What follows belongs to an exercise in optimizing a design on an open flow for small area; a production flow would make more cautious choices. At most, simulation tests tie the RTL to the original design; equivalence was not proved. For runs 2 and 5, only the layout was checked, not whether the RTL still works. Power and IR drop assume default switching activity.

**design/flow/run.sh**
```bash
#!/bin/bash
# synth_recipe.tcl (not shown) runs the flow's synth.tcl, then flattens the netlist and writes it again
# the make line also repeats each setting of config.mk as NAME=value (left out here)
make -C /OpenROAD-flow-scripts/flow DESIGN_CONFIG=/design/flow/config.mk WORK_HOME=/design/flow/orfs CLKGATE_MAP_FILE= SYNTH_SCRIPT=/design/flow/synth_recipe.tcl finish
```
**design/flow/config.mk**
```make
export PLATFORM = sky130hd
export DESIGN_NAME = iso14443a_ctrl
export DESIGN_NICKNAME = iso14443a_ctrl
export VERILOG_FILES = /design/flow/design.v
export SDC_FILE = /design/flow/constraint.sdc
export NUM_CORES = 4
export LEC_CHECK = 0
export CAP_MARGIN = 20
export CORE_MARGIN = 2
export CORE_UTILIZATION = 65
export CTS_BUF_LIST = sky130_fd_sc_hd__clkbuf_16
export CTS_CLUSTER_DIAMETER = 60
export CTS_CLUSTER_SIZE = 30
export SLEW_MARGIN = 20
export SYNTH_HIERARCHICAL = 1
```
**design/flow/constraint.sdc**
```tcl
create_clock -name core_clock -period 15.0 [get_ports {clk}]
set_input_delay 3.0000 -clock core_clock [delete_from_list [all_inputs] [get_ports {clk}]]
set_output_delay 3.0000 -clock core_clock [all_outputs]
set_load 0.01 [all_outputs]
```
**design/flow/design.v**
```verilog
module iso14443a_ctrl #(
    parameter [15:0] TIMEOUT_RESET = 16'h0040,
    parameter [7:0]  STATUS_DATA   = 8'h80,
    parameter [7:0]  TXF_WAKE      = 8'h07,
    parameter [7:0]  TXF_ANTICOLL  = 8'h08,
    parameter [7:0]  TXF_SELECT    = 8'h28
) (
    input  wire         clk,
    input  wire         rst,
    input  wire         host_we,
    input  wire [11:0]  host_addr,
    input  wire [31:0]  host_wdata,
    output reg  [31:0]  host_rdata,
    input  wire         rx_avail,      
    input  wire [7:0]   rx_byte,       
    output wire         rx_pop,        
    output wire         rx_flush,      
    output wire         tx_valid,
    output wire [5:0]   tx_nbytes,     
    output wire [255:0] tx_frame,      
    input  wire         tick
);
    localparam [3:0] OP_NOP = 4'd0, OP_FRESET = 4'd1, OP_FAPPEND = 4'd2,
                     OP_SEND = 4'd3, OP_RECV = 4'd4, OP_DISCOVER = 4'd5;
    localparam [1:0] PH_IDLE = 2'd0, PH_STATUS = 2'd1, PH_LENGTH = 2'd2,
                     PH_PAYLOAD = 2'd3;
    localparam [2:0] ST_IDLE = 3'd0, ST_WAKE = 3'd1, ST_AC1 = 3'd2, ST_SEL1 = 3'd3,
                     ST_AC2 = 3'd4, ST_SEL2 = 3'd5, ST_DONE = 3'd6, ST_FAILED = 3'd7;
    localparam [2:0] STEP_NONE = 3'd0, STEP_FRAME = 3'd1, STEP_RECEIVE = 3'd2,
                     STEP_WAKE = 3'd3, STEP_AC1 = 3'd4, STEP_SEL1 = 3'd5,
                     STEP_AC2 = 3'd6, STEP_SEL2 = 3'd7;
    localparam [2:0] C_NONE = 3'd0, C_TIMEOUT = 3'd1, C_STATUS = 3'd2, C_SHORT = 3'd3,
                     C_CONSTR = 3'd4, C_BCC = 3'd5, C_ILLEGAL = 3'd6;
    localparam [7:0] CMD_SENDRECV = 8'h04;
    reg        busy, done, ok, overrun;
    reg [2:0]  fsm_state;
    reg        wake_try;
    reg [2:0]  err_step, err_cause;
    reg        bcc_check;
    reg [15:0] timeout;
    reg [4:0]  fb_len;
    reg        fb_ovf;
    wire [7:0] fb_payload [0:29];
    reg [1:0]  rx_phase;
    reg [7:0]  rx_status, rx_len, rx_cnt;
    reg [15:0] elapsed;
    reg [3:0]  op_latch;
    reg [7:0]  arg_latch;
    reg        op_stage;         
    wire [7:0] uidr [0:6];
    reg        casc;             
    wire [7:0] sak;              
    wire [7:0] atqa0, atqa1;
    wire [2047:0] rx_buf;
    assign rx_buf[2047:2040] = 8'h00;
    integer i;
    function [3:0] sak_family;
        input [7:0] s;
        begin
            case (s)
                8'h00: sak_family = 4'd1;
                8'h08: sak_family = 4'd2;
                8'h09: sak_family = 4'd3;
                8'h18: sak_family = 4'd4;
                8'h10: sak_family = 4'd5;
                8'h11: sak_family = 4'd6;
                8'h20: sak_family = 4'd7;
                8'h28: sak_family = 4'd8;
                8'h38: sak_family = 4'd9;
                8'h88: sak_family = 4'd10;
                8'h98: sak_family = 4'd11;
                default: sak_family = 4'd0;
            endcase
        end
    endfunction
    wire run_step   = busy & op_stage;                  
    wire eng_pop    = run_step & rx_avail;
    wire eng_tmo    = run_step & ~rx_avail & (elapsed > timeout);
    wire pop_status  = eng_pop & (rx_phase == PH_STATUS);
    wire pop_length  = eng_pop & (rx_phase == PH_LENGTH);
    wire pop_payload = eng_pop & (rx_phase == PH_PAYLOAD);
    wire [7:0] rx_cnt_inc = rx_cnt + 8'd1;
    wire eng_ok  = (pop_length & (rx_byte == 8'h00)) |
                   (pop_payload & (rx_cnt_inc == rx_len));
    wire eng_end = eng_ok | eng_tmo;
    wire [7:0] resp_len = pop_length ? rx_byte : rx_len;
    wire [7:0] buf0 = rx_buf[7:0];
    wire [7:0] buf1 = rx_buf[15:8];
    wire [7:0] buf2 = rx_buf[23:16];
    wire [7:0] buf3 = rx_buf[31:24];
    wire [7:0] buf4 = rx_buf[39:32];
    wire [7:0] resp_b0 = (pop_payload && rx_cnt == 8'd0) ? rx_byte : buf0;    
    wire [7:0] resp_b1 = (pop_payload && rx_cnt == 8'd1) ? rx_byte : buf1;    
    wire [7:0] resp_b4 = (pop_payload && rx_cnt == 8'd4) ? rx_byte : buf4;    
    wire status_bad = (rx_status != STATUS_DATA);
    function [2:0] check;
        input       tmo;
        input       st_bad;
        input [7:0] len;
        input [7:0] min;
        begin
            if (tmo)             check = C_TIMEOUT;
            else if (st_bad)     check = C_STATUS;
            else if (len < min)  check = C_SHORT;
            else                 check = C_NONE;
        end
    endfunction
    wire [2:0] chk1 = check(eng_tmo, status_bad, resp_len, 8'd1);
    wire [2:0] chk2 = check(eng_tmo, status_bad, resp_len, 8'd2);
    wire [2:0] chk5 = check(eng_tmo, status_bad, resp_len, 8'd5);
    wire bcc_bad = bcc_check & (resp_b4 != (buf0 ^ buf1 ^ buf2 ^ buf3));
    wire [2:0] chk_ac = (chk5 != C_NONE) ? chk5 : (bcc_bad ? C_BCC : C_NONE);
    wire issue = busy & ~op_stage;
    wire issue_send     = issue & (op_latch == OP_SEND);
    wire issue_recv     = issue & (op_latch == OP_RECV);
    wire issue_discover = issue & (op_latch == OP_DISCOVER);
    wire disc_resp      = run_step & eng_end & (op_latch == OP_DISCOVER);
    wire st_wake = (fsm_state == ST_WAKE);
    wire st_ac1  = (fsm_state == ST_AC1);
    wire st_sel1 = (fsm_state == ST_SEL1);
    wire st_ac2  = (fsm_state == ST_AC2);
    wire st_sel2 = (fsm_state == ST_SEL2);
    wire wake_acc = disc_resp & st_wake & (chk2 == C_NONE);
    wire ac1_acc  = disc_resp & st_ac1  & (chk_ac == C_NONE);
    wire ac2_acc  = disc_resp & st_ac2  & (chk_ac == C_NONE);
    wire sel1_acc = disc_resp & st_sel1 & (chk1 == C_NONE);
    wire sel2_acc = disc_resp & st_sel2 & (chk1 == C_NONE);
    wire x_wall  = issue_discover;                                
    wire x_widle = disc_resp & st_wake & (chk2 != C_NONE) & ~wake_try;
    wire x_ac1   = wake_acc;
    wire x_sel   = ac1_acc | ac2_acc;
    wire x_ac2   = sel1_acc & casc;
    wire x_go    = x_wall | x_widle | x_ac1 | x_sel | x_ac2;
    wire lvl2    = st_ac2;                                        
    wire send_ok  = issue_send & ~fb_ovf;
    wire start_rx = issue_recv | x_go;
    wire x_wake = x_wall | x_widle;
    wire x_ac   = x_ac1 | x_ac2;
    wire [7:0] f1 = x_wake ? 8'h02 : x_ac ? 8'h03 : 8'h08;
    wire [7:0] f2 = x_wake ? (x_wall ? 8'h52 : 8'h26) :
                    ((x_ac ? x_ac2 : lvl2) ? 8'h95 : 8'h93);
    wire [7:0] f3 = x_wake ? TXF_WAKE : x_ac ? 8'h20 : 8'h70;
    wire [7:0] f4 = x_ac ? TXF_ANTICOLL : buf0;
    reg [255:0] frame;
    always @(*) begin
        for (i = 0; i < 30; i = i + 1)
            frame[8*(i+2) +: 8] = fb_payload[i];
        if (x_go) begin
            frame[7:0]   = CMD_SENDRECV;
            frame[15:8]  = f1;
            frame[23:16] = f2;
            frame[31:24] = f3;
            frame[39:32] = f4;
            frame[47:40] = buf1;
            frame[55:48] = buf2;
            frame[63:56] = buf3;
            frame[71:64] = resp_b4;
            frame[79:72] = TXF_SELECT;
        end else begin
            frame[7:0]   = arg_latch;
            frame[15:8]  = {3'b000, fb_len};
        end
    end
    assign tx_valid  = send_ok | x_go;
    assign tx_nbytes = x_go ? (x_wake ? 6'd4 : x_ac ? 6'd5 : 6'd10)
                            : ({1'b0, fb_len} + 6'd2);
    assign tx_frame  = frame;
    assign rx_flush  = tx_valid;
    assign rx_pop    = eng_pop;
    wire ends_now = issue ? ~(issue_recv | issue_discover)
                          : (run_step & eng_end & ~x_go);
    wire busy_b   = busy & ~ends_now;
    wire [9:0] waddr = host_addr[11:2];
    wire wr_cmd  = host_we & (waddr == 10'h000);
    wire wr_cfg  = host_we & (waddr == 10'h002);
    wire wr_tmo  = host_we & (waddr == 10'h003);
    wire wr_ctl  = wr_cmd | wr_cfg | wr_tmo;
    wire accept  = wr_cmd & ~busy_b & (host_wdata[3:0] != OP_NOP);
    wire rx_clear = rst | start_rx | eng_tmo;
    wire rx_hold  = ~rx_clear;
    wire rx_wen   = pop_payload & ~rx_clear;
    genvar g;
    generate
        for (g = 0; g < 255; g = g + 1) begin : rxb
            wire wr = rx_wen & (rx_cnt == g);
            iso14443a_ctrl_hw u (.clk(clk), .hold(rx_hold), .wr(wr), .d(rx_byte),
                                 .q(rx_buf[8*g +: 8]));
        end
    endgenerate
    wire fb_app = issue & (op_latch == OP_FAPPEND) & (fb_len < 5'd30);
    generate
        for (g = 0; g < 30; g = g + 1) begin : fbb
            wire wr = fb_app & (fb_len == g);
            iso14443a_ctrl_hw u (.clk(clk), .hold(~wr), .wr(wr), .d(arg_latch),
                                 .q(fb_payload[g]));
        end
    endgenerate
    wire u0_wr  = ac1_acc | ac2_acc;
    wire sak_wr = (sel1_acc & ~casc) | sel2_acc;
    iso14443a_ctrl_hw u_uid0 (.clk(clk), .hold(~u0_wr),   .wr(u0_wr),   .d(buf0), .q(uidr[0]));
    iso14443a_ctrl_hw u_uid1 (.clk(clk), .hold(~ac1_acc), .wr(ac1_acc), .d(buf1), .q(uidr[1]));
    iso14443a_ctrl_hw u_uid2 (.clk(clk), .hold(~ac1_acc), .wr(ac1_acc), .d(buf2), .q(uidr[2]));
    iso14443a_ctrl_hw u_uid3 (.clk(clk), .hold(~ac1_acc), .wr(ac1_acc), .d(buf3), .q(uidr[3]));
    iso14443a_ctrl_hw u_uid4 (.clk(clk), .hold(~ac2_acc), .wr(ac2_acc), .d(buf1), .q(uidr[4]));
    iso14443a_ctrl_hw u_uid5 (.clk(clk), .hold(~ac2_acc), .wr(ac2_acc), .d(buf2), .q(uidr[5]));
    iso14443a_ctrl_hw u_uid6 (.clk(clk), .hold(~ac2_acc), .wr(ac2_acc), .d(buf3), .q(uidr[6]));
    iso14443a_ctrl_hw u_sak  (.clk(clk), .hold(~sak_wr),  .wr(sak_wr),  .d(resp_b0), .q(sak));
    wire atqa_wr   = wake_acc & ~rst;
    wire atqa_hold = ~(wake_acc | issue_discover | rst);
    iso14443a_ctrl_hw u_atqa0 (.clk(clk), .hold(atqa_hold), .wr(atqa_wr), .d(buf0),    .q(atqa0));
    iso14443a_ctrl_hw u_atqa1 (.clk(clk), .hold(atqa_hold), .wr(atqa_wr), .d(resp_b1), .q(atqa1));
    always @(posedge clk)
        if (ac1_acc) casc <= (buf0 == 8'h88);
    always @(posedge clk) begin
        if (rst) begin
            busy <= 1'b0; done <= 1'b0; ok <= 1'b0; overrun <= 1'b0;
            fsm_state <= ST_IDLE; wake_try <= 1'b0;
            err_step <= STEP_NONE; err_cause <= C_NONE;
            bcc_check <= 1'b0; timeout <= TIMEOUT_RESET;
            fb_len <= 5'd0; fb_ovf <= 1'b0;
            rx_phase <= PH_IDLE; rx_status <= 8'h00; rx_len <= 8'h00; rx_cnt <= 8'h00;
            elapsed <= 16'h0000;
            op_latch <= 4'd0; arg_latch <= 8'h00; op_stage <= 1'b0;
        end else begin
            if (issue) begin
                op_stage <= 1'b1;
                case (op_latch)
                    OP_FRESET: begin
                        fb_len <= 5'd0; fb_ovf <= 1'b0;
                        busy <= 1'b0; done <= 1'b1; ok <= 1'b1;
                    end
                    OP_FAPPEND: begin
                        if (fb_len < 5'd30) begin
                            fb_len <= fb_len + 5'd1;
                            busy <= 1'b0; done <= 1'b1; ok <= 1'b1;
                        end else begin
                            fb_ovf <= 1'b1;
                            err_step <= STEP_FRAME; err_cause <= C_CONSTR;
                            busy <= 1'b0; done <= 1'b1; ok <= 1'b0;
                        end
                    end
                    OP_SEND: begin
                        fb_len <= 5'd0; fb_ovf <= 1'b0;
                        busy <= 1'b0; done <= 1'b1;
                        if (fb_ovf) begin
                            err_step <= STEP_FRAME; err_cause <= C_CONSTR;
                            ok <= 1'b0;
                        end else begin
                            ok <= 1'b1;
                        end
                    end
                    OP_RECV: ;
                    OP_DISCOVER: begin
                        wake_try <= 1'b0;
                    end
                    default: begin
                        err_step <= STEP_NONE; err_cause <= C_ILLEGAL;
                        busy <= 1'b0; done <= 1'b1; ok <= 1'b0;
                    end
                endcase
            end
            if (eng_pop) begin
                case (rx_phase)
                    PH_STATUS: begin
                        rx_status <= rx_byte;
                        rx_phase  <= PH_LENGTH;
                    end
                    PH_LENGTH: begin
                        rx_len   <= rx_byte;
                        rx_phase <= (rx_byte == 8'h00) ? PH_IDLE : PH_PAYLOAD;
                    end
                    PH_PAYLOAD: begin
                        rx_cnt <= rx_cnt_inc;
                        if (rx_cnt_inc == rx_len) rx_phase <= PH_IDLE;
                    end
                    default: ;
                endcase
            end else if (eng_tmo) begin
                rx_status <= 8'h00; rx_len <= 8'h00; rx_cnt <= 8'h00;
                rx_phase  <= PH_IDLE;
            end
            if (run_step && eng_end && op_latch == OP_RECV) begin
                busy <= 1'b0; done <= 1'b1;
                if (eng_ok) ok <= 1'b1;
                else begin
                    ok <= 1'b0; err_step <= STEP_RECEIVE; err_cause <= C_TIMEOUT;
                end
            end
            if (disc_resp) begin
                case (fsm_state)
                    ST_WAKE: begin
                        if (chk2 == C_NONE) begin
                        end else if (!wake_try) begin
                            wake_try <= 1'b1;
                        end else begin
                            fsm_state <= ST_FAILED;
                            err_step <= STEP_WAKE; err_cause <= chk2;
                            busy <= 1'b0; done <= 1'b1; ok <= 1'b0;
                        end
                    end
                    ST_AC1: begin
                        if (chk_ac != C_NONE) begin
                            fsm_state <= ST_FAILED;
                            err_step <= STEP_AC1; err_cause <= chk_ac;
                            busy <= 1'b0; done <= 1'b1; ok <= 1'b0;
                        end
                    end
                    ST_SEL1: begin
                        if (chk1 != C_NONE) begin
                            fsm_state <= ST_FAILED;
                            err_step <= STEP_SEL1; err_cause <= chk1;
                            busy <= 1'b0; done <= 1'b1; ok <= 1'b0;
                        end else if (!casc) begin
                            fsm_state <= ST_DONE;
                            busy <= 1'b0; done <= 1'b1; ok <= 1'b1;
                        end
                    end
                    ST_AC2: begin
                        if (chk_ac != C_NONE) begin
                            fsm_state <= ST_FAILED;
                            err_step <= STEP_AC2; err_cause <= chk_ac;
                            busy <= 1'b0; done <= 1'b1; ok <= 1'b0;
                        end
                    end
                    ST_SEL2: begin
                        if (chk1 != C_NONE) begin
                            fsm_state <= ST_FAILED;
                            err_step <= STEP_SEL2; err_cause <= chk1;
                            busy <= 1'b0; done <= 1'b1; ok <= 1'b0;
                        end else begin
                            fsm_state <= ST_DONE;
                            busy <= 1'b0; done <= 1'b1; ok <= 1'b1;
                        end
                    end
                    default: ;
                endcase
            end
            if (x_wake)     fsm_state <= ST_WAKE;
            else if (x_ac1) fsm_state <= ST_AC1;
            else if (x_sel) fsm_state <= lvl2 ? ST_SEL2 : ST_SEL1;
            else if (x_ac2) fsm_state <= ST_AC2;
            if (start_rx) begin
                rx_status <= 8'h00; rx_len <= 8'h00; rx_cnt <= 8'h00;
                rx_phase  <= PH_STATUS;
                elapsed   <= 16'h0000;
            end else if (tick && elapsed != 16'hFFFF && run_step && !eng_end) begin
                elapsed <= elapsed + 16'd1;
            end
            if (wr_ctl && busy_b) begin
                overrun <= 1'b1;
            end else begin
                if (accept) begin
                    op_latch  <= host_wdata[3:0];
                    arg_latch <= host_wdata[15:8];
                    op_stage  <= 1'b0;
                    busy <= 1'b1; done <= 1'b0; ok <= 1'b0;
                    err_step <= STEP_NONE; err_cause <= C_NONE;
                end
                if (wr_cfg) bcc_check <= host_wdata[0];
                if (wr_tmo) timeout   <= host_wdata[15:0];
            end
        end
    end
    wire        is_done = (fsm_state == ST_DONE);
    wire        is_uid7 = is_done & casc;
    wire [3:0]  uid_len = {1'b0, is_done, is_uid7, is_uid7};
    wire [3:0]  family  = is_done ? sak_family(sak) : 4'd0;
    wire [7:0]  sak_rd  = is_done ? sak : 8'h00;
    wire [31:0] uid0_rd = is_uid7 ? {uidr[0], uidr[3], uidr[2], uidr[1]} :
                          is_done ? {uidr[3], uidr[2], uidr[1], uidr[0]} : 32'd0;
    wire [23:0] uid1_rd = is_uid7 ? {uidr[6], uidr[5], uidr[4]} : 24'd0;
    wire [31:0] status_word = {9'd0, err_cause, 1'b0, err_step, 3'd0, wake_try, 1'b0, fsm_state,
                               4'd0, overrun, ok, done, busy};
    reg [31:0] rd_regs;
    always @(*) begin
        case (waddr)
            10'h001: rd_regs = status_word;
            10'h002: rd_regs = {31'd0, bcc_check};
            10'h003: rd_regs = {16'd0, timeout};
            10'h004: rd_regs = {26'd0, fb_ovf, fb_len};
            10'h005: rd_regs = {6'd0, rx_phase, rx_cnt, rx_len, rx_status};
            10'h006: rd_regs = uid0_rd;
            10'h007: rd_regs = {8'd0, uid1_rd};
            10'h008: rd_regs = {family, uid_len, atqa1, atqa0, sak_rd};
            10'h009: rd_regs = {16'd0, elapsed};
            default: rd_regs = 32'd0;
        endcase
    end
    wire [63:0] wsel;
    generate
        for (g = 0; g < 64; g = g + 1) begin : ws
            assign wsel[g] = (waddr == (10'h010 + g));
        end
    endgenerate
    wire [31:0] rd_buf;
    iso14443a_ctrl_rdmux u_rdmux (.sel(wsel), .data(rx_buf), .y(rd_buf));
    always @(*) host_rdata = rd_regs | rd_buf;
endmodule
module iso14443a_ctrl_hw (
    input  wire       clk,
    input  wire       hold,
    input  wire       wr,
    input  wire [7:0] d,
    output reg  [7:0] q
);
    always @(posedge clk)
        q <= (q & {8{hold}}) | (d & {8{wr}});
endmodule
module iso14443a_ctrl_rdmux (
    input  wire [63:0]   sel,
    input  wire [2047:0] data,
    output wire [31:0]   y
);
    wire [31:0] t [0:21];        
    genvar k;
    generate
        for (k = 0; k < 21; k = k + 1) begin : g3
            iso14443a_ctrl_aoi3 u (.s(sel[3*k +: 3]), .d0(data[96*k +: 32]),
                                   .d1(data[96*k+32 +: 32]), .d2(data[96*k+64 +: 32]),
                                   .y(t[k]));
        end
    endgenerate
    iso14443a_ctrl_nand2v u63 (.a({32{sel[63]}}), .b(data[2016 +: 32]), .y(t[21]));
    wire [31:0] o0, o1, o2, o3, o4, o5;    
    iso14443a_ctrl_nand4v n0 (.a(t[0]),  .b(t[1]),  .c(t[2]),  .d(t[3]),  .y(o0));
    iso14443a_ctrl_nand4v n1 (.a(t[4]),  .b(t[5]),  .c(t[6]),  .d(t[7]),  .y(o1));
    iso14443a_ctrl_nand4v n2 (.a(t[8]),  .b(t[9]),  .c(t[10]), .d(t[11]), .y(o2));
    iso14443a_ctrl_nand4v n3 (.a(t[12]), .b(t[13]), .c(t[14]), .d(t[15]), .y(o3));
    iso14443a_ctrl_nand3v n4 (.a(t[16]), .b(t[17]), .c(t[18]), .y(o4));
    iso14443a_ctrl_nand3v n5 (.a(t[19]), .b(t[20]), .c(t[21]), .y(o5));
    wire [31:0] p0, p1, p2;
    iso14443a_ctrl_nor2v r0 (.a(o0), .b(o1), .y(p0));
    iso14443a_ctrl_nor2v r1 (.a(o2), .b(o3), .y(p1));
    iso14443a_ctrl_nor2v r2 (.a(o4), .b(o5), .y(p2));
    iso14443a_ctrl_nand3v f (.a(p0), .b(p1), .c(p2), .y(y));
endmodule
module iso14443a_ctrl_aoi3 (
    input  wire [2:0]  s,
    input  wire [31:0] d0, d1, d2,
    output wire [31:0] y
);
    assign y = ~(({32{s[0]}} & d0) | ({32{s[1]}} & d1) | ({32{s[2]}} & d2));
endmodule
module iso14443a_ctrl_nand2v (input wire [31:0] a, b, output wire [31:0] y);
    assign y = ~(a & b);
endmodule
module iso14443a_ctrl_nand3v (input wire [31:0] a, b, c, output wire [31:0] y);
    assign y = ~(a & b & c);
endmodule
module iso14443a_ctrl_nand4v (input wire [31:0] a, b, c, d, output wire [31:0] y);
    assign y = ~(a & b & c & d);
endmodule
module iso14443a_ctrl_nor2v (input wire [31:0] a, b, output wire [31:0] y);
    assign y = ~(a | b);
endmodule
```
==> results.cfg, run 1 <==
[run_status]
outcome = no timing/DRC/antenna violations

[global_routing]
grt_pass1_wl_um = 459400
grt_max_degree = 277
grt_pass1_vias = 67745
grtUsageMet2_pct = 58.14
use_met3_pct = 10.56
antenna_found_initial = 17
track_usage_pct = 41.09
overflow = 0
grt.met1_usage_pct = 57.41
busiest_layer = met2

[setup_path]
cpMaxStageDelayCell = inv_1
criticalPathCategory = in2out
crit_chain = clkdlybuf4s50_1, and4_1, nand4_4, mux2i_1, xnor2_1, nand4_1, o21ai_1, nand3_1, inv_1, o211ai_1, inv_1, clkdlybuf4s50_1
crit_arrival_ps = 8770
cp-end-kind = output port
critPathMaxStageDelay_ps = 810
reg2regPathDepth = 14
required_ps = 12000
r2r_slack_ps = 7390
cp_max_fo = 13
crit_family = buffers and inverters
critPathLaunchType = primary input
r2r-start = rx_cnt[0]$_SDFFE_PP0P_
critPathBufInv = 4
reg2reg_to = rxb[37].u.q[5]$_DFF_P_

[floorplan]
die_h_um = 383.1
ios = 354
start_util_pct = 65.25
row_count = 139
die_area_mm2 = 0.1467
die_width_um = 383.1
core-area_mm2 = 0.1431

[clock_tree]
numCtsBuffers = 142
cts_tree = done
clk_pin_slew_ps = 80
cts_setup_buffers = 0
cts.path.max_buffers = 3
cts.sinks = 2453
cts_max_level = 4
cts_resized = 0
cts_hold_buf = 0
cts-root-buf = clkbuf_16
clock_latency_ps = 820

[yosys]
yosys_warnings = 9
synth-async-reset-ratio_pct = 0
synth_compound_area_share_pct = 31.26
yosys-mux-area-fraction_pct = 0.6792
syn_inst = 8250
syn_area_per_cell_um2 = 11.32
ys_ff_latch = 2453
synth_edf_count = 1
seq_area_frac_synth_pct = 52.59
synth.most_common_cell = dfxtp_1
synth_xor_area_share_pct = 0.5627
synthFlopType = dfxtp_1
synthDistinctLibCells = 77
synthAdderAreaFrac_pct = 0.3617
yosys.area_share.simple_pct = 6.720
synth.top_cell.area_share_pct = 52.56
netlist_top_cells_area = dfxtp_1 (53%), a22o_1 (22%), a222oi_1 (7.3%)
yosysTopAreaCell = dfxtp_1
synthTopCellsByCount = dfxtp_1 (2,452), a22o_1 (2,365), a222oi_1 (677)
syn-cell-area_mm2 = 0.09340
synth_top_family_by_area = compound AO/OA/AOI/OAI gates

[cells_and_area]
drive_gt1_share_pct = 6.864
final_cells = 10031
nFillCells = 10796
final_nets = 8080
synthToLayoutAreaGrowth_pct = 5.943
fin_area_mm2 = 0.09895

[timing]
period_share_pct = 78.44
tns_ps = 0
max_slew_margin_pct = 16.76
skew_ps = 58.44
final_hold_viol_count = 0
min_period_ps = 11770
rsz0062_at_grt = no
tightest_slew_ps = 1249
setup_violations = 0
final_max_slew_viol_count = 0
max_freq_mhz = 84.99

[pwr]
ir_drop_v = 0.0001270
power_density_mw_per_mm2 = 114.4
p_leak_uw = 0.03658

[hold_path]
worstHoldStart = rx_status[5]$_SDFFE_PP0P_
holdPathStages = 2
hold_path_class = reg2reg
min_to = rx_status[5]$_SDFFE_PP0P_

[route]
remaining_drc_errors = 0
wire_per_inst_um = 31.55
vias = 74766
ant_nets = 0
drt_first_pass_iters = 10
drt_iter0_markers = 12741
wirelength_um = 316400
viasPerCell = 7.453

[run]
drv_cap = 0

[placed_design]
dpl.cell_count = 9750
place_congestion = 1.010
dpl.hpwl_um = 203200
port_buffers = 332
postPlaceCellArea_mm2 = 0.09372
metrics by stage:
step	hold WS (ps)	power [µW]	utilization, %	setup slack, ps
global route	495.2	11590	69.12	3279
CTS	472.8	11320	69.04	3666
detailed placement	461.7	6911	65.48	3689
floorplan	425.2	6841	-	4275
global placement	454.9	6905	65.44	3771
finish	473.1	11320	69.13	3234
cells by family (layout without fill, tap and decap cells):
| family | count (synthesis) | after routing |
|---|---|---|
| compound gates | 3299 | 3299 |
| other cells | 1 | 24 |
| buf+inv | 970 | 825 |
| flops | 2453 | 2453 |
| xor+xnor | 60 | 60 |
| mux | 61 | 61 |
| fa+ha+maj | 27 | 27 |
| simple gates | 1379 | 1379 |
routing by layer:
metal	routed length (µm)	vias up
met2	133000	4393
met3	37580	718
met1	127100	37379
met4	18820	2
met5	11	-
li1	-	32274
Yosys stat by module, one instance, submodules excluded, excerpt:
module / flops+latches / area [µm²]
iso14443a_ctrl_nand3v: 0 / 160.2
iso14443a_ctrl_aoi3: 0 / 402.9
iso14443a_ctrl_nand2v: 0 / 120.1
iso14443a_ctrl: 93 / 10460
iso14443a_ctrl_nand4v: 0 / 200.2
iso14443a_ctrl_nor2v: 0 / 120.1
iso14443a_ctrl_hw: 8 / 246.5
flip-flops by register name (all words and copies together) (netlist names), 2 cells and up:
name       count
err_cause      3
rx_status      8
arg_latch      8
rxb.u.q     2040
fb_len         5
err_step       3
timeout       16
u_atqa0.q      8
fbb.u.q      240
u_atqa1.q      8
u_uid6.q       8
op_latch       4
u_uid4.q       8
elapsed       16
fsm_state      3
u_uid5.q       8
rx_phase       2
u_uid1.q       8
u_sak.q        8
u_uid3.q       8
u_uid2.q       8
rx_len         8
u_uid0.q       8
rx_cnt         8
tightest hold or removal path: cells and delay by family (launching register included):
| family | cells | cell delay (ps) |
|---|---|---|
| AND/OR/NAND/NOR | 1 | 60 |
| AO/OA/AOI/OAI | 1 | 50 |
| flip-flops | 1 | 330 |
placed cells by master, fill, tap and decap left out, drive strengths merged, types with 42 or more instances in the layout:
master,netlist,final
nand2,320,320
clkdlybuf4s50,0,324
buf,810,172
dfxtp,2452,2452
nand3,179,179
a21oi,83,83
clkbuf,94,151
xnor2,49,49
nor2,554,554
mux2i,42,42
nand4,154,154
a22o,2365,2365
a222oi,677,677
inv,65,117
final cells by class:
class                           instances  area, µm²  area share [%]
Clock buffer                          151       3779           3.819
Tap cell                             1903       2381           2.406
Sequential cell                      2453      49120           49.65
Clock inverter                        112       1313           1.326
Timing Repair Buffer                  496       4775           4.825
Multi-Input combinational cell       4837      37300           37.69
Inverter                               66      247.7          0.2504
Antenna cell                           13      32.53         0.03288
worst max-delay path by stage:
stage                     startpoint                 endpoint  slack [ps]  cells past startpoint
after floorplan             rx_avail  rxb[148].u.q[0]$_DFF_P_        4270                     15
after global placement      rx_avail             tx_nbytes[1]        3770                     12
after detailed placement    rx_avail             tx_nbytes[1]        3690                     12
after CTS                   rx_avail             tx_nbytes[1]        3670                     12
after global routing        rx_avail             tx_nbytes[1]        3280                     12
final                       rx_avail             tx_nbytes[1]        3230                     12
report_power, final:
group          switching [µW]  leakage, µW  internal, µW  total, µW
Clock                    2440      0.00247          2110       4550
Sequential             0.0481       0.0198          6510       6510
Combinational             226       0.0144          37.4        263
==> inputs of run 2 (changes only) <==
--- a/design/flow/design.v
+++ b/design/flow/design.v
@@ -430,7 +430,6 @@
     iso14443a_ctrl_nand3v n5 (.a(t[19]), .b(t[20]), .c(t[21]), .y(o5));
-    wire [31:0] p0, p1, p2;
-    iso14443a_ctrl_nor2v r0 (.a(o0), .b(o1), .y(p0));
-    iso14443a_ctrl_nor2v r1 (.a(o2), .b(o3), .y(p1));
-    iso14443a_ctrl_nor2v r2 (.a(o4), .b(o5), .y(p2));
-    iso14443a_ctrl_nand3v f (.a(p0), .b(p1), .c(p2), .y(y));
+    wire [31:0] p0, p1;
+    iso14443a_ctrl_nor3v r0 (.a(o0), .b(o1), .c(o2), .y(p0));
+    iso14443a_ctrl_nor3v r1 (.a(o3), .b(o4), .c(o5), .y(p1));
+    iso14443a_ctrl_nand2v f (.a(p0), .b(p1), .y(y));
 endmodule
@@ -452,4 +451,4 @@
 endmodule
-module iso14443a_ctrl_nor2v (input wire [31:0] a, b, output wire [31:0] y);
-    assign y = ~(a | b);
+module iso14443a_ctrl_nor3v (input wire [31:0] a, b, c, output wire [31:0] y);
+    assign y = ~(a | b | c);
 endmodule
==> run 2 against run 1 <==
Effect of this change:
- clock-buffer cell count up 2
- first-iteration DRC count up 0.84%
- maximum frequency up 5.2%
- final cell count down 0.44%
- sequential cell count unchanged
- sequential power about the same
- non-clock buffer count down 5
- cell area up 0.18%
- clock skew down 9.1 ps
- critical path type unchanged
==> results.cfg, run 2 <==
[pwr]
seqPwrFrac_pct = 57.2
power_frac_comb_pct = 2.3
p_sw_uw = 2689
p_int_uw = 8685
ir_drop_v = 0.0001350
power_density_mw_per_mm2 = 114.7
p_leak_uw = 0.03667
clkPwrFrac_pct = 40.5
swShare_pct = 23.64

[cells_and_area]
fin_area_mm2 = 0.09913
largest_reg_flops = 2040
multi_input_area_mm2 = 0.03750
synthToLayoutAreaGrowth_pct = 5.863
final_cells = 9987
final_nets = 8044
final_common_cell = dfxtp_1
layout_common_cells = dfxtp_1 (2,452), a22o_1 (2,365), a222oi_1 (677)
top_register = rxb.u.q
reg.largest.list = rxb.u.q: 2040 flops, fbb.u.q: 240 flops
drive_gt1_share_pct = 7.400
nFillCells = 10800
register_area_mm2 = 0.04912

[clock_tree]
clk_pin_slew_ps = 70
cts-root-buf = clkbuf_16
clock_latency_ps = 830
cts_hold_buf = 0
cts_tree = done
cts.path.max_buffers = 3
cts.sinks = 2453
cts_max_level = 4
cts_setup_buffers = 0
numCtsBuffers = 143
cts_resized = 0

[setup_path]
cp-end-kind = output port
critPathMaxStageDelay_ps = 870
crit_chain = clkdlybuf4s50_1, nor2_1, nand2_1, nor2_2, buf_4, a222oi_1, nand4_1, nor3_2, nand2_1, a21oi_1, nand2_1, a21oi_1, nand2_1, clkdlybuf4s50_1
required_ps = 12000
criticalPathCategory = in2out
crit_top_cell = nand2_1
crit_family = simple AND/OR/NAND/NOR gates
cpMaxStageDelayCell = nor3_2
reg2regPathDepth = 14
crit_arrival_ps = 8180
path_depth = 14
critPathBufInv = 3
critPathLaunchType = primary input
cp_max_fo = 32

[floorplan]
ios = 354
core-area_mm2 = 0.1433
die_h_um = 383.6
die_width_um = 383.6
row_count = 139
die_area_mm2 = 0.1471
start_util_pct = 65.34

[yosys]
yosys-mux-area-fraction_pct = 0.6775
synth-async-reset-ratio_pct = 0
synth_top_family_by_area = compound AO/OA/AOI/OAI gates
ys_ff_latch = 2453
yosysTopAreaCell = dfxtp_1
yosys.area_share.simple_pct = 6.959
syn-cell-area_mm2 = 0.09364
syn_area_per_cell_um2 = 11.39
synthDistinctLibCells = 78
seq_area_frac_synth_pct = 52.45
synth_xor_area_share_pct = 0.5612
syn_inst = 8218
synth_compound_area_share_pct = 31.18
yosys_warnings = 9
synth.top_cell.area_share_pct = 52.42
synthAdderAreaFrac_pct = 0.3608
netlist_top_cells_area = dfxtp_1 (52%), a22o_1 (22%), a222oi_1 (7.2%)
synthFlopType = dfxtp_1
synthTopCellsByCount = dfxtp_1 (2,452), a22o_1 (2,365), a222oi_1 (677)
synth.most_common_cell = dfxtp_1
synth_edf_count = 1

[placed_design]
postPlaceCellArea_mm2 = 0.09390
port_buffers = 332
place_congestion = 0.9858
dpl.cell_count = 9717
dpl.hpwl_um = 199500

[hold_path]
holdPathStages = 2
hold_path_class = reg2reg

[route]
wire_per_inst_um = 30.78
remaining_drc_errors = 0
drt_iter0_markers = 12848
wirelength_um = 307400
vias = 74618
viasPerCell = 7.472
drt_first_pass_iters = 14
ant_nets = 0

[timing]
rsz0062_at_grt = no
period_share_pct = 74.53
tightest_slew_ps = 1312
tns_ps = 0
max_slew_margin_pct = 12.30
max_freq_mhz = 89.45
setup_violations = 0
final_hold_viol_count = 0
min_period_ps = 11180
skew_ps = 49.32
final_max_slew_viol_count = 0

[global_routing]
grt_pass1_vias = 67025
track_usage_pct = 39.66
grt_pass1_wl_um = 448300
grt_max_degree = 266
antenna_found_initial = 5
overflow = 0

[run]
drv_cap = 0

[run_status]
outcome = no timing/DRC/antenna violations
==> run 2: final timing paths <==
path	from	to	slack, ps
min	overrun$_SDFFE_PP0P_	overrun$_SDFFE_PP0P_	470
max reg2reg	rx_cnt[0]$_SDFFE_PP0P_	rxb[74].u.q[2]$_DFF_P_	7570
min reg2reg	overrun$_SDFFE_PP0P_	overrun$_SDFFE_PP0P_	470
max	host_addr[4]	host_rdata[4]	3820
==> run 2: cell families after synthesis <==
family | Yosys count
adder cells (fa/ha/maj) | 27
buffers and inverters | 970
other | 1
flip-flops | 2453
multiplexers | 61
AO/OA/AOI/OAI | 3299
XOR/XNOR | 60
AND/OR/NAND/NOR | 1347
==> run 2: layout make-up <==
type | instances | area share [%]
antenna | 3 | 0.007573
timing repair buffer | 491 | 4.717
sequential | 2453 | 49.55
inverter | 66 | 0.2499
clock inverter | 113 | 1.380
multi-input combinational | 4805 | 37.83
clock buffer | 153 | 3.862
tap | 1903 | 2.402
==> run 2: power groups by stage <==
stage	clock [µW]	combinational [µW]	sequential, µW
after floorplan	0	183	6660
after global placement	0	243	6660
after detailed placement	0	249	6660
after CTS	4630	250	6510
after global routing	4870	270	6510
final	4610	258	6510
==> run 2: Yosys stat by module (local to each module, per instance), a selection <==
module | copies in the design | flops+latches | cells inside
iso14443a_ctrl | 1 | 93 | 1727
iso14443a_ctrl_aoi3 | 21 | 0 | 41
iso14443a_ctrl_hw | 295 | 8 | 18
iso14443a_ctrl_nand2v | 2 | 0 | 32
iso14443a_ctrl_nand3v | 2 | 0 | 32
iso14443a_ctrl_nand4v | 4 | 0 | 32
iso14443a_ctrl_nor3v | 2 | 0 | 32
==> run 2: metrics by stage <==
stage,setup WS (ps),hold WS (ps),power (µW),util (%)
2_1_floorplan,4275,425.2,6841,-
3_3_place_gp,4136,445.9,6902,65.50
3_5_place_dp,4131,453.1,6908,65.52
4_1_cts,4104,466.6,11390,69.15
5_1_grt,3801,491.0,11650,69.17
6_report,3820,471.5,11370,69.17
==> run 2: tightest hold or removal path, cell delays in order (launching register included) <==
cell	delay, ps
dfxtp_1	320
inv_1	50
a21oi_1	50
==> run 2: routing by layer <==
layer	vias to the layer above	GRT usage [%]	routed length, µm
met5	-	0	13
met1	37299	55.67	123600
met2	4479	57.07	130500
li1	32172	-	-
met3	666	10.14	37440
met4	2	18.61	15880
==> inputs of run 3 (changes only) <==
--- a/design/flow/design.v
+++ b/design/flow/design.v
@@ -403,6 +403,20 @@
     input  wire [7:0] d,
-    output reg  [7:0] q
+    output wire [7:0] q
+);
+    genvar b;
+    generate
+        for (b = 0; b < 8; b = b + 1) begin : bt
+            iso14443a_ctrl_hb u (.clk(clk), .hold(hold), .wr(wr), .d(d[b]), .q(q[b]));
+        end
+    endgenerate
+endmodule
+module iso14443a_ctrl_hb (
+    input  wire clk,
+    input  wire hold,
+    input  wire wr,
+    input  wire d,
+    output reg  q
 );
     always @(posedge clk)
-        q <= (q & {8{hold}}) | (d & {8{wr}});
+        q <= (q & hold) | (d & wr);
 endmodule
@@ -430,6 +444,7 @@
     iso14443a_ctrl_nand3v n5 (.a(t[19]), .b(t[20]), .c(t[21]), .y(o5));
-    wire [31:0] p0, p1;
-    iso14443a_ctrl_nor3v r0 (.a(o0), .b(o1), .c(o2), .y(p0));
-    iso14443a_ctrl_nor3v r1 (.a(o3), .b(o4), .c(o5), .y(p1));
-    iso14443a_ctrl_nand2v f (.a(p0), .b(p1), .y(y));
+    wire [31:0] p0, p1, p2;
+    iso14443a_ctrl_nor2v r0 (.a(o0), .b(o1), .y(p0));
+    iso14443a_ctrl_nor2v r1 (.a(o2), .b(o3), .y(p1));
+    iso14443a_ctrl_nor2v r2 (.a(o4), .b(o5), .y(p2));
+    iso14443a_ctrl_nand3v f (.a(p0), .b(p1), .c(p2), .y(y));
 endmodule
@@ -451,4 +466,4 @@
 endmodule
-module iso14443a_ctrl_nor3v (input wire [31:0] a, b, c, output wire [31:0] y);
-    assign y = ~(a | b | c);
+module iso14443a_ctrl_nor2v (input wire [31:0] a, b, output wire [31:0] y);
+    assign y = ~(a | b);
 endmodule
--- a/design/flow/config.mk
+++ b/design/flow/config.mk
@@ -10,5 +10,5 @@
 export CORE_UTILIZATION = 65
-export CTS_BUF_LIST = sky130_fd_sc_hd__clkbuf_16
+export CTS_BUF_LIST = sky130_fd_sc_hd__clkbuf_8
 export CTS_CLUSTER_DIAMETER = 60
-export CTS_CLUSTER_SIZE = 30
+export CTS_CLUSTER_SIZE = 16
 export SLEW_MARGIN = 20
==> run 3 against run 2 <==
Effect of this change:
- still clean on timing, DRC and antenna
- maximum frequency fell by 4.5%
- via count is 0.66% higher
- worst hold slack worse by 9.1 ps
- register-to-register slack better by 180 ps
- global-route usage increased by 1.9 points
- setup slack lost 530 ps
- area after synthesis decreased by 5.4%
- wire length fell by 1.1%
- non-clock buffer count grew 10
- die area shrank 5.3%
- cell area down 2.6%
- sequential cell count unchanged
- largest cell class unchanged
- largest power group unchanged
==> results.cfg, run 3 <==
[yosys]
synthDistinctLibCells = 77
yosys_warnings = 9
netlist_top_cells_area = dfxtp_1 (55%), a22o_1 (23%), a222oi_1 (7.6%)
yosysTopAreaCell = dfxtp_1
ys_ff_latch = 2453
synthFlopType = dfxtp_1
synth_edf_count = 1
syn_inst = 7660
syn-cell-area_mm2 = 0.08860
synth.most_common_cell = dfxtp_1
syn_area_per_cell_um2 = 11.57
synth.top_cell.area_share_pct = 55.40
synthTopCellsByCount = dfxtp_1 (2,452), a22o_1 (2,365), a222oi_1 (677)
seq_area_frac_synth_pct = 55.44
synth-async-reset-ratio_pct = 0

[timing]
tns_ps = 0
max_freq_mhz = 85.41
rsz0062_at_grt = no
max_slew_margin_pct = 9.731
min_period_ps = 11710
setup_ws_ps = 3292
tightest_slew_ps = 1354
final_hold_viol_count = 0
skew_ps = 57.99
final_max_slew_viol_count = 0
period_share_pct = 78.05
setup_violations = 0

[setup_path]
cp_max_fo = 32
reg2regPathDepth = 12
crit_arrival_ps = 8710
required_ps = 12000
criticalPathCategory = in2out
critPathLaunchType = primary input
crit_start = host_addr[5]
cpMaxStageDelayCell = nand2_1
r2r-start = busy$_SDFF_PP0_
cp-end-kind = output port
critPathMaxStageDelay_ps = 650
crit_end = host_rdata[8]
crit_chain = clkdlybuf4s50_1, nor2b_1, nand2_1, nor2_2, buf_4, a222oi_1, nand4_1, nor2_1, nand3_1, a221oi_1, nand4_1, clkdlybuf4s50_1
reg2reg_to = rxb[125].u.bt[0].u.q$_DFF_P_
r2r_slack_ps = 7750

[placed_design]
place_congestion = 0.9732
dpl.hpwl_um = 196800
port_buffers = 332
pre_cts_ws_ps = 3710

[hold_path]
hold_path_class = reg2reg

[route]
wire_per_inst_um = 30.81
wirelength_um = 304100
vias = 75109
viasPerCell = 7.610
wl_met1_um = 121000
ant_nets = 0
drt_iter0_markers = 12679
wl_met2_um = 127300
dr_wl_met3_um = 36190
remaining_drc_errors = 0
drt_first_pass_iters = 12
highest_layer = met5

[clock_tree]
numCtsBuffers = 179
cts_hold_buf = 0
cts_tree = done
cts.path.max_buffers = 3
clk_pin_slew_ps = 100
cts-root-buf = clkbuf_8
cts_resized = 0
clock_latency_ps = 980
cts_setup_buffers = 0
cts_max_level = 4
cts.sinks = 2453

[floorplan]
row_count = 135
die_width_um = 373.2
ios = 354
die_h_um = 373.2
die_area_mm2 = 0.1393
start_util_pct = 65.48
core-area_mm2 = 0.1353

[global_routing]
overflow = 0
antenna_found_initial = 13
grt_pass1_wl_um = 447800
grt_max_degree = 270
track_usage_pct = 41.51
grt_pass1_vias = 68629

[pwr]
power_density_mw_per_mm2 = 104.1
power_uw = 10050
p_leak_uw = 0.03565
ir_drop_v = 0.0001143

[cells_and_area]
final_common_cell = dfxtp_1
multi_input_area_mm2 = 0.03733
nFillCells = 10025
top_register = rxb.u.bt.u.q
layout_common_cells = dfxtp_1 (2,452), a22o_1 (2,365), a222oi_1 (677)
register_area_mm2 = 0.04912
reg.largest.list = rxb.u.bt.u.q: 2040 flops, fbb.u.bt.u.q: 240 flops
final_nets = 8122
drive_gt1_share_pct = 6.297
synthToLayoutAreaGrowth_pct = 8.979
largest_reg_flops = 2040

[run_status]
outcome = no timing/DRC/antenna violations

[run]
drv_cap = 0
run 3: critical path, delay by kind of cell:
kind,cells,cell delay [ps]
buffers and inverters,3,1500
AOI/OAI and AO/OA,2,1200
and+or+nand+nor,7,2980
run 3: report_power, final:
group | switching [µW] | internal [µW]
Combinational | 218 | 30.7
Clock | 2110 | 1180
Sequential | 0.0495 | 6510
run 3: kinds of logic after synthesis:
group	Yosys count	synth area share (%)
AO/OA/AOI/OAI	3299	32.96
flip-flops	2453	55.44
multiplexers	61	0.7160
XOR/XNOR	60	0.5931
buffers and inverters	380	2.826
AND/OR/NAND/NOR	1379	7.084
other	1	0.004233
adder cells (fa/ha/maj)	27	0.3813
run 3: final cells by class:
| type | instances | share of cell area, % |
|---|---|---|
| Sequential cell | 2453 | 50.87 |
| Multi-Input combinational cell | 4837 | 38.66 |
| Timing Repair Buffer | 501 | 4.885 |
| Clock buffer | 187 | 2.666 |
| Tap cell | 1781 | 2.308 |
| Clock inverter | 39 | 0.3369 |
| Inverter | 66 | 0.2566 |
| Antenna cell | 6 | 0.01555 |
run 3: per-layer routing:
layer  vias up  global-route usage (%)
met4         8                   23.49
met1     37264                   57.24
met3       809                   9.910
li1      32192                       -
met5         -                       0
met2      4836                   59.76
run 3: worst min-delay path by stage:
stage | from | endpoint | depth (start not counted) | slack, ps
after floorplan | overrun$_SDFFE_PP0P_ | overrun$_SDFFE_PP0P_ | 2 | 430
after global placement | arg_latch[4]$_SDFFE_PP0P_ | arg_latch[4]$_SDFFE_PP0P_ | 2 | 450
after detailed placement | arg_latch[7]$_SDFFE_PP0P_ | arg_latch[7]$_SDFFE_PP0P_ | 2 | 450
after CTS | arg_latch[7]$_SDFFE_PP0P_ | arg_latch[7]$_SDFFE_PP0P_ | 2 | 470
after global routing | rx_status[1]$_SDFFE_PP0P_ | rx_status[1]$_SDFFE_PP0P_ | 2 | 500
final | arg_latch[7]$_SDFFE_PP0P_ | arg_latch[7]$_SDFFE_PP0P_ | 2 | 460
run 3: Yosys stat by module (local to each module, per instance), a selection:
module / flip-flops and latches / cells / area, µm²
iso14443a_ctrl_nand3v: 0 / 32 / 160.2
iso14443a_ctrl: 93 / 1727 / 10460
iso14443a_ctrl_nand4v: 0 / 32 / 200.2
iso14443a_ctrl_aoi3: 0 / 41 / 402.9
iso14443a_ctrl_hb: 1 / 2 / 28.78
iso14443a_ctrl_nand2v: 0 / 32 / 120.1
iso14443a_ctrl_nor2v: 0 / 32 / 120.1
run 3: through the flow:
step	cells	hold WS (ps)	utilization [%]	cell area, µm²
after floorplan	7670	425.2	-	88640
after global placement	9637	445.3	69.16	93580
after detailed placement	9637	452.7	69.17	93590
after CTS	9863	466.9	71.32	96490
after global routing	9865	498.1	71.35	96540
final	9870	462.5	71.36	96550
==> inputs of run 4 (changes only) <==
==> design/flow/flow/run.sh (new file) <==
#!/bin/bash
# Layout flow: the standard layout (standard.sh: standard synthesis,
# floorplan, power grid, tap cells, placement, CTS, routing) with two options
# changed:
# - every input and output port still gets its own buffer, but the smallest
#   one (sky130_fd_sc_hd__buf_1);
# - clock tree: clkbuf_8 buffers, sink clusters of at most 16 flip-flops
#   within 60 um, and no dummy loads for balancing.
# Each tool's output is in the ORFS logs under orfs/logs/; the make output
# goes to standard_flow.log in this folder.
set -euo pipefail
export BUFFER_PORTS_ARGS="-buffer_cell sky130_fd_sc_hd__buf_1"
export CTS_ARGS="-sink_clustering_enable -repair_clock_nets -sink_clustering_size 16 -sink_clustering_max_diameter 60 -buf_list sky130_fd_sc_hd__clkbuf_8 -dont_use_dummy_load"
bash standard.sh finish > standard_flow.log 2>&1
==> design/flow/standard.sh (new file) <==
#!/bin/bash
# synth_recipe.tcl (not shown) runs the flow's synth.tcl, then flattens the netlist and writes it again
# the make line also repeats each setting of config.mk as NAME=value (left out here)
make -C /OpenROAD-flow-scripts/flow DESIGN_CONFIG=/design/flow/config.mk WORK_HOME=/design/flow/orfs CLKGATE_MAP_FILE= SYNTH_SCRIPT=/design/flow/synth_recipe.tcl "${@:-finish}"
--- a/design/flow/config.mk
+++ b/design/flow/config.mk
@@ -10,5 +10,2 @@
 export CORE_UTILIZATION = 65
-export CTS_BUF_LIST = sky130_fd_sc_hd__clkbuf_8
-export CTS_CLUSTER_DIAMETER = 60
-export CTS_CLUSTER_SIZE = 16
 export SLEW_MARGIN = 20
removed: design/flow/run.sh
==> run 4 against run 3 <==
Effect of this change:
- setup slack better by 1000 ps
- sequential share of layout area up 1.4 points
- still clean
- maximum frequency up 9.6%
- combinational power down 2%
- clock-buffer cell count down 11
- wire length down 0.45%
==> results.cfg, run 4 <==
[route]
remaining_drc_errors = 0
drt_iter0_markers = 12443
wirelength_um = 302700
ant_nets = 0
drt_first_pass_iters = 10
vias = 74512
wire_per_inst_um = 30.82
viasPerCell = 7.586

[pwr]
p_int_uw = 7584
seqPwrFrac_pct = 66.2
ir_drop_v = 0.00009283
power_uw = 9827
swShare_pct = 22.83
p_leak_uw = 0.03467
p_sw_uw = 2243
clkPwrFrac_pct = 31.3
power_density_mw_per_mm2 = 104.5
power_frac_comb_pct = 2.5

[yosys]
ys_ff_latch = 2453
synth.most_common_cell = dfxtp_1
synth-async-reset-ratio_pct = 0
netlist_top_cells_area = dfxtp_1 (55%), a22o_1 (23%), a222oi_1 (7.6%)
synth.top_cell.area_share_pct = 55.40
syn_area_per_cell_um2 = 11.57
syn_inst = 7660
synthDistinctLibCells = 77
synthTopCellsByCount = dfxtp_1 (2,452), a22o_1 (2,365), a222oi_1 (677)
synthFlopType = dfxtp_1
yosys_warnings = 9
synth_edf_count = 1
syn-cell-area_mm2 = 0.08860
seq_area_frac_synth_pct = 55.44
yosysTopAreaCell = dfxtp_1

[run]
drv_cap = 0

[hold_path]
worstHoldStart = rx_status[7]$_SDFFE_PP0P_
hold_path_class = reg2reg
holdPathStages = 2
min_to = rx_status[7]$_SDFFE_PP0P_

[setup_path]
crit_start = host_addr[4]
r2r-start = rx_cnt[0]$_SDFFE_PP0P_
criticalPathCategory = in2out
reg2regPathDepth = 14
cp-end-kind = output port
crit_arrival_ps = 7680
cp_max_fo = 32
critPathLaunchType = primary input
r2r_slack_ps = 7850
required_ps = 12000
reg2reg_to = rxb[126].u.bt[4].u.q$_DFF_P_

[timing]
tns_ps = 0
rsz0062_at_grt = no
period_share_pct = 71.20
max_slew_margin_pct = 18.89
tightest_slew_ps = 1217
final_max_slew_viol_count = 0
skew_ps = 95.94
max_freq_mhz = 93.64
min_period_ps = 10680
setup_violations = 0
final_hold_viol_count = 0

[clock_tree]
cts.path.max_buffers = 3
cts_resized = 0
cts-root-buf = clkbuf_8
cts_hold_buf = 0
cts.sinks = 2453
numCtsBuffers = 176
cts_setup_buffers = 0
cts_tree = done
clock_latency_ps = 970
cts_max_level = 4
clk_pin_slew_ps = 70

[cells_and_area]
layout_common_cells = dfxtp_1 (2,452), a22o_1 (2,365), a222oi_1 (677)
fin_util_pct = 69.48
synthToLayoutAreaGrowth_pct = 6.102
reg.largest.list = rxb.u.bt.u.q: 2040 flops, fbb.u.bt.u.q: 240 flops
nFillCells = 10319
final_common_cell = dfxtp_1
drive_gt1_share_pct = 5.838
top_register = rxb.u.bt.u.q
final_nets = 8120
register_area_mm2 = 0.04912
largest_reg_flops = 2040
multi_input_area_mm2 = 0.03728
fin_area_mm2 = 0.09401

[global_routing]
grt_pass1_wl_um = 447000
track_usage_pct = 41.52
grt_pass1_vias = 68809
overflow = 0
grt_max_degree = 253
antenna_found_initial = 8

[placed_design]
place_congestion = 0.9958
postPlaceCellArea_mm2 = 0.09149
dpl.hpwl_um = 195500
port_buffers = 332

[floorplan]
die_h_um = 373.2
die_area_mm2 = 0.1393
ios = 354
row_count = 135
start_util_pct = 65.48
core-area_mm2 = 0.1353
die_width_um = 373.2

[run_status]
outcome = no timing/DRC/antenna violations
run 4: cell counts after synthesis:
No cell type changed its count.
run 4: cell families (layout without fill, tap and decap cells):
| kind of cell | after synthesis | count (layout) | share of synthesized area (%) |
|---|---|---|---|
| compound gates | 3299 | 3299 | 32.96 |
| xor+xnor | 60 | 60 | 0.5931 |
| fa+ha+maj | 27 | 27 | 0.3813 |
| buf+inv | 380 | 744 | 2.826 |
| flops | 2453 | 2453 | 55.44 |
| mux | 61 | 61 | 0.7160 |
| other cells | 1 | 18 | 0.004233 |
| simple gates | 1379 | 1379 | 7.084 |
run 4: metal layers:
layer  global-route usage (%)  part of all wire (%)
met1                    56.28                    40
met2                    59.67                    42
met3                    10.57                    12
met4                    25.04                   6.8
met5                        0                 0.015
run 4: worst max path at each step:
stage                                    to  slack [ps]
6_report                      host_rdata[8]        4320
3_5_place_dp                    tx_frame[6]        4520
4_1_cts                         tx_frame[6]        4510
2_1_floorplan  rxb[144].u.bt[0].u.q$_DFF_P_        1130
5_1_grt                        tx_frame[35]        4240
3_3_place_gp                    tx_frame[6]        4550
run 4: worst max-delay path, cell delays in order:
cell	delay (ps)
buf_1	330
nor2b_1	150
nand2_1	670
nor2_2	80
buf_4	290
a222oi_1	480
nand4_1	420
nor2_1	450
nand3_1	520
a221oi_1	710
nand4_1	320
buf_1	200
run 4: per-stage QoR:
stage	instances	setup WS, ps	hold WS, ps
floorplan	7670	1127	425.2
global placement	9635	4554	455.4
detailed placement	9635	4519	458.8
CTS	9811	4511	470.3
global route	9819	4242	498.7
finish	9822	4320	474.3
run 4: per-module statistics from Yosys (local to each module, per instance), a selection:
module / cells inside / area (µm²)
iso14443a_ctrl_aoi3: 41 / 402.9
iso14443a_ctrl_hb: 2 / 28.78
iso14443a_ctrl_nand2v: 32 / 120.1
iso14443a_ctrl_nand3v: 32 / 160.2
iso14443a_ctrl_nor2v: 32 / 120.1
iso14443a_ctrl: 1727 / 10460
iso14443a_ctrl_nand4v: 32 / 200.2
run 4: final cells by class:
class	instances	area share, %
clock buffer	176	2.577
multi-input combinational	4837	39.66
timing repair buffer	502	2.859
sequential	2453	52.25
antenna	7	0.01863
inverter	66	0.2635
tap	1781	2.370
run 4: power by group through the flow:
stage                     clock, µW  combinational (µW)  sequential, µW
after floorplan                   0                81.8            6660
after global placement            0                 230            6660
after detailed placement          0                 235            6660
after CTS                      3090                 236            6510
after global routing           3320                 257            6510
final                          3070                 245            6510
==> inputs of run 5 (changes only) <==
--- a/design/flow/design.v
+++ b/design/flow/design.v
@@ -49,6 +49,6 @@
     reg        op_stage;         
-    wire [7:0] uidr [0:6];
+    reg [7:0]  uidr [0:6];
     reg        casc;             
-    wire [7:0] sak;              
-    wire [7:0] atqa0, atqa1;
+    reg [7:0]  sak;              
+    reg [7:0]  atqa0, atqa1;
     wire [2047:0] rx_buf;
@@ -197,18 +197,18 @@
     endgenerate
-    wire u0_wr  = ac1_acc | ac2_acc;
-    wire sak_wr = (sel1_acc & ~casc) | sel2_acc;
-    iso14443a_ctrl_hw u_uid0 (.clk(clk), .hold(~u0_wr),   .wr(u0_wr),   .d(buf0), .q(uidr[0]));
-    iso14443a_ctrl_hw u_uid1 (.clk(clk), .hold(~ac1_acc), .wr(ac1_acc), .d(buf1), .q(uidr[1]));
-    iso14443a_ctrl_hw u_uid2 (.clk(clk), .hold(~ac1_acc), .wr(ac1_acc), .d(buf2), .q(uidr[2]));
-    iso14443a_ctrl_hw u_uid3 (.clk(clk), .hold(~ac1_acc), .wr(ac1_acc), .d(buf3), .q(uidr[3]));
-    iso14443a_ctrl_hw u_uid4 (.clk(clk), .hold(~ac2_acc), .wr(ac2_acc), .d(buf1), .q(uidr[4]));
-    iso14443a_ctrl_hw u_uid5 (.clk(clk), .hold(~ac2_acc), .wr(ac2_acc), .d(buf2), .q(uidr[5]));
-    iso14443a_ctrl_hw u_uid6 (.clk(clk), .hold(~ac2_acc), .wr(ac2_acc), .d(buf3), .q(uidr[6]));
-    iso14443a_ctrl_hw u_sak  (.clk(clk), .hold(~sak_wr),  .wr(sak_wr),  .d(resp_b0), .q(sak));
-    wire atqa_wr   = wake_acc & ~rst;
-    wire atqa_hold = ~(wake_acc | issue_discover | rst);
-    iso14443a_ctrl_hw u_atqa0 (.clk(clk), .hold(atqa_hold), .wr(atqa_wr), .d(buf0),    .q(atqa0));
-    iso14443a_ctrl_hw u_atqa1 (.clk(clk), .hold(atqa_hold), .wr(atqa_wr), .d(resp_b1), .q(atqa1));
-    always @(posedge clk)
-        if (ac1_acc) casc <= (buf0 == 8'h88);
+    wire b0_ct = (buf0 == 8'h88);
+    always @(posedge clk) begin
+        if (ac1_acc) begin
+            casc <= b0_ct;
+            if (b0_ct) begin
+                uidr[0] <= buf1; uidr[1] <= buf2; uidr[2] <= buf3;
+            end else begin
+                uidr[0] <= buf0; uidr[1] <= buf1; uidr[2] <= buf2; uidr[3] <= buf3;
+            end
+        end
+        if (ac2_acc) begin
+            uidr[3] <= buf0; uidr[4] <= buf1; uidr[5] <= buf2; uidr[6] <= buf3;
+        end
+        if ((sel1_acc & ~casc) | sel2_acc)
+            sak <= resp_b0;
+    end
     always @(posedge clk) begin
@@ -223,2 +223,3 @@
             op_latch <= 4'd0; arg_latch <= 8'h00; op_stage <= 1'b0;
+            atqa0 <= 8'h00; atqa1 <= 8'h00;
         end else begin
@@ -253,2 +254,3 @@
                     OP_DISCOVER: begin
+                        atqa0 <= 8'h00; atqa1 <= 8'h00;
                         wake_try <= 1'b0;
@@ -292,2 +294,3 @@
                         if (chk2 == C_NONE) begin
+                            atqa0 <= buf0; atqa1 <= resp_b1;
                         end else if (!wake_try) begin
@@ -368,4 +371,3 @@
     wire [7:0]  sak_rd  = is_done ? sak : 8'h00;
-    wire [31:0] uid0_rd = is_uid7 ? {uidr[0], uidr[3], uidr[2], uidr[1]} :
-                          is_done ? {uidr[3], uidr[2], uidr[1], uidr[0]} : 32'd0;
+    wire [31:0] uid0_rd = is_done ? {uidr[3], uidr[2], uidr[1], uidr[0]} : 32'd0;
     wire [23:0] uid1_rd = is_uid7 ? {uidr[6], uidr[5], uidr[4]} : 24'd0;
@@ -403,20 +405,6 @@
     input  wire [7:0] d,
-    output wire [7:0] q
-);
-    genvar b;
-    generate
-        for (b = 0; b < 8; b = b + 1) begin : bt
-            iso14443a_ctrl_hb u (.clk(clk), .hold(hold), .wr(wr), .d(d[b]), .q(q[b]));
-        end
-    endgenerate
-endmodule
-module iso14443a_ctrl_hb (
-    input  wire clk,
-    input  wire hold,
-    input  wire wr,
-    input  wire d,
-    output reg  q
+    output reg  [7:0] q
 );
     always @(posedge clk)
-        q <= (q & hold) | (d & wr);
+        q <= (q & {8{hold}}) | (d & {8{wr}});
 endmodule
@@ -444,7 +432,6 @@
     iso14443a_ctrl_nand3v n5 (.a(t[19]), .b(t[20]), .c(t[21]), .y(o5));
-    wire [31:0] p0, p1, p2;
-    iso14443a_ctrl_nor2v r0 (.a(o0), .b(o1), .y(p0));
-    iso14443a_ctrl_nor2v r1 (.a(o2), .b(o3), .y(p1));
-    iso14443a_ctrl_nor2v r2 (.a(o4), .b(o5), .y(p2));
-    iso14443a_ctrl_nand3v f (.a(p0), .b(p1), .c(p2), .y(y));
+    wire [31:0] p0, p1;
+    iso14443a_ctrl_nor3v r0 (.a(o0), .b(o1), .c(o2), .y(p0));
+    iso14443a_ctrl_nor3v r1 (.a(o3), .b(o4), .c(o5), .y(p1));
+    iso14443a_ctrl_nand2v f (.a(p0), .b(p1), .y(y));
 endmodule
@@ -466,4 +453,4 @@
 endmodule
-module iso14443a_ctrl_nor2v (input wire [31:0] a, b, output wire [31:0] y);
-    assign y = ~(a | b);
+module iso14443a_ctrl_nor3v (input wire [31:0] a, b, c, output wire [31:0] y);
+    assign y = ~(a | b | c);
 endmodule
==> design/flow/run.sh (new file) <==
#!/bin/bash
# synth_recipe.tcl (not shown) runs the flow's synth.tcl, then flattens the netlist and writes it again
# the make line also repeats each setting of config.mk as NAME=value (left out here)
make -C /OpenROAD-flow-scripts/flow DESIGN_CONFIG=/design/flow/config.mk WORK_HOME=/design/flow/orfs CLKGATE_MAP_FILE= SYNTH_SCRIPT=/design/flow/synth_recipe.tcl finish
--- a/design/flow/config.mk
+++ b/design/flow/config.mk
@@ -9,3 +9,3 @@
 export CORE_MARGIN = 2
-export CORE_UTILIZATION = 65
+export CORE_UTILIZATION = 40
 export SLEW_MARGIN = 20
removed: design/flow/flow/run.sh
removed: design/flow/standard.sh
==> run 5 against run 4 <==
Effect of this change:
- register-to-register slack worse by 200 ps
- power up 32%
- highest routed layer unchanged
- non-clock buffer count up 77
- global-route usage down 15 points
==> results.cfg, run 5 <==
[floorplan]
die_width_um = 489.4
die_area_mm2 = 0.2395
die_h_um = 489.4
row_count = 178
ios = 354

[setup_path]
critPathLaunchType = primary input
cp-end-kind = output port
critPathBufInv = 4
required_ps = 12000
cp_max_fo = 74
criticalPathCategory = in2out
crit_arrival_ps = 9180

[cells_and_area]
final_cells = 11386
register_area_mm2 = 0.04976
final_common_cell = dfxtp_1
reg.largest.list = rxb.u.q: 2040 flops, fbb.u.q: 240 flops, uidr: 56 flops
nFillCells = 21649
layout_common_cells = dfxtp_1 (2,388), a22o_1 (2,287), a222oi_1 (686)
final_nets = 8109
top_register = rxb.u.q
largest_reg_flops = 2040
synthToLayoutAreaGrowth_pct = 11.42

[global_routing]
track_usage_pct = 26.51
grt_max_degree = 257
antenna_found_initial = 15
overflow = 0
grt_pass1_wl_um = 484300
grt_pass1_vias = 69899

[clock_tree]
cts_setup_buffers = 0
numCtsBuffers = 235
cts_tree = done
cts.sinks = 2453
cts-root-buf = clkbuf_16
cts_max_level = 4
cts_hold_buf = 0

[timing]
skew_ps = 66.84
max_slew_margin_pct = 19.75
setup_violations = 0
final_hold_viol_count = 0
period_share_pct = 81.23
final_max_slew_viol_count = 0
max_freq_mhz = 82.08
setup_ws_ps = 2816
rsz0062_at_grt = no

[yosys]
synthFlopType = dfxtp_1
synth_edf_count = 65
yosysTopAreaCell = dfxtp_1
synthDistinctLibCells = 86
yosys_warnings = 11
syn_area_per_cell_um2 = 11.60
synth.most_common_cell = dfxtp_1
synth-async-reset-ratio_pct = 0
syn_inst = 8123
synth.top_cell.area_share_pct = 50.73
ys_ff_latch = 2453
seq_area_frac_synth_pct = 52.80
synthTopCellsByCount = dfxtp_1 (2,388), a22o_1 (2,287), a222oi_1 (686)

[hold_path]
hold_path_class = reg2reg

[placed_design]
dpl.hpwl_um = 212300
postPlaceCellArea_mm2 = 0.09676
dpl.cell_count = 10933
port_buffers = 332

[route]
ant_nets = 0
wire_per_inst_um = 29.48
remaining_drc_errors = 0
drt_iter0_markers = 12211
drt_first_pass_iters = 10

[pwr]
power_uw = 12980
p_leak_uw = 0.03807
ir_drop_v = 0.0001013

[run_status]
outcome = no timing/DRC/antenna violations
-- run 5: kinds of logic after synthesis --
| logic type | Yosys count | share of synthesized area, % |
|---|---|---|
| other cells | 1 | 0.003979 |
| buf+inv | 1009 | 7.877 |
| flops | 2453 | 52.80 |
| mux | 88 | 1.020 |
| xor+xnor | 55 | 0.5111 |
| compound gates | 3295 | 30.80 |
| fa+ha+maj | 27 | 0.3585 |
| simple gates | 1195 | 6.630 |
-- run 5: layout make-up --
class,count,share of cell area [%]
Tap cell,3150,3.753
Clock buffer,350,6.645
Multi-Input combinational cell,4671,35.78
Antenna cell,10,0.02383
Inverter,85,0.3110
Timing Repair Buffer,579,5.065
Sequential cell,2453,47.39
Clock inverter,88,1.032
-- run 5: per-layer routing --
| layer | GRT usage, % | vias up | part of all wire, % |
|---|---|---|---|
| met5 | 0 | - | 0.023 |
| met4 | 12.46 | 6 | 4.8 |
| met3 | 4.927 | 665 | 9.6 |
| met2 | 38.82 | 4015 | 43 |
| met1 | 37.50 | 38370 | 42 |
| li1 | - | 32572 | - |
-- run 5: stage by stage --
step | utilization, % | hold slack, ps
after global placement | 41.20 | 445.5
after CTS | 44.66 | 462.2
after detailed placement | 41.22 | 453.8
final | 44.73 | 462.8
after floorplan | - | 425.8
after global routing | 44.73 | 482.4
-- run 5: worst paths after layout --
check | slack (ps) | startpoint | cells after the start | to
worst min register to register | 460 | overrun$_SDFFE_PP0P_ | 2 | overrun$_SDFFE_PP0P_
worst min-delay path | 460 | overrun$_SDFFE_PP0P_ | 2 | overrun$_SDFFE_PP0P_
worst max-delay path | 2820 | rx_avail | 13 | tx_frame[38]
worst max register to register | 7650 | timeout[9]$_SDFFE_PP0P_ | 15 | rxb[145].u.q[3]$_DFF_P_
-- run 5: report_power, final --
group / leakage, µW / switching (µW) / total, µW / internal (µW)
combinational: 0.0143 / 237 / 273 / 36.5
sequential: 0.0198 / 0.0625 / 6540 / 6540
clock: 0.00399 / 2660 / 6170 / 3510
total: 0.0381 / 2890 / 13000 / 10100
-- run 5: per-module statistics from Yosys, one instance, submodules excluded, a selection --
module | cells | times used | cell area [µm²]
iso14443a_ctrl_nor3v | 32 | 2 | 320.3
iso14443a_ctrl_nand3v | 32 | 2 | 160.2
iso14443a_ctrl_hw | 18 | 285 | 246.5
iso14443a_ctrl_nand2v | 32 | 2 | 120.1
iso14443a_ctrl_aoi3 | 41 | 21 | 402.9
iso14443a_ctrl | 1812 | 1 | 13530
iso14443a_ctrl_nand4v | 32 | 4 | 200.2
-- run 5: worst register-to-register path, stage by stage (launching register included) --
cell	delay (ps)
dfxtp_1	550
inv_1	90
ha_1	300
nand4_1	110
nor4_1	540
a211oi_1	210
o31a_1	350
o31ai_4	660
nor2_2	120
a2111o_2	500
buf_4	300
inv_8	780
buf_6	790
buf_4	790
buf_4	860
a22o_1	340

-- static timing again, ports no longer ideal --
In the flow no input, the clock included, has a driving cell. The finished layouts below were timed again as built, in two steps.
Step 1, drivers: a clkbuf_16 drives clk and a buf_2 each remaining input, both assumed.
Step 2, shift: input delay + t, output delay - t, t = (earliest + latest rising clock arrival at the registers) / 2. This alone moves slack from input paths to output paths.
a / b / c = ideal ports / drivers / drivers and shift; a / b = the first two.
| run | shift t [ns] | slack for setup (ns) |
|---|---|---|
| run 1 | 0.877 | 3.234 / 3.101 / 3.101 |
| run 2 | 0.895 | 3.820 / 3.794 / 3.794 |
| run 3 | 1.033 | 3.292 / 3.269 / 3.269 |
| run 4 | 1.003 | 4.320 / 4.254 / 4.254 |
| run 5 | 0.969 | 2.816 / 2.661 / 2.661 |
After both steps every run listed still meets setup and hold.
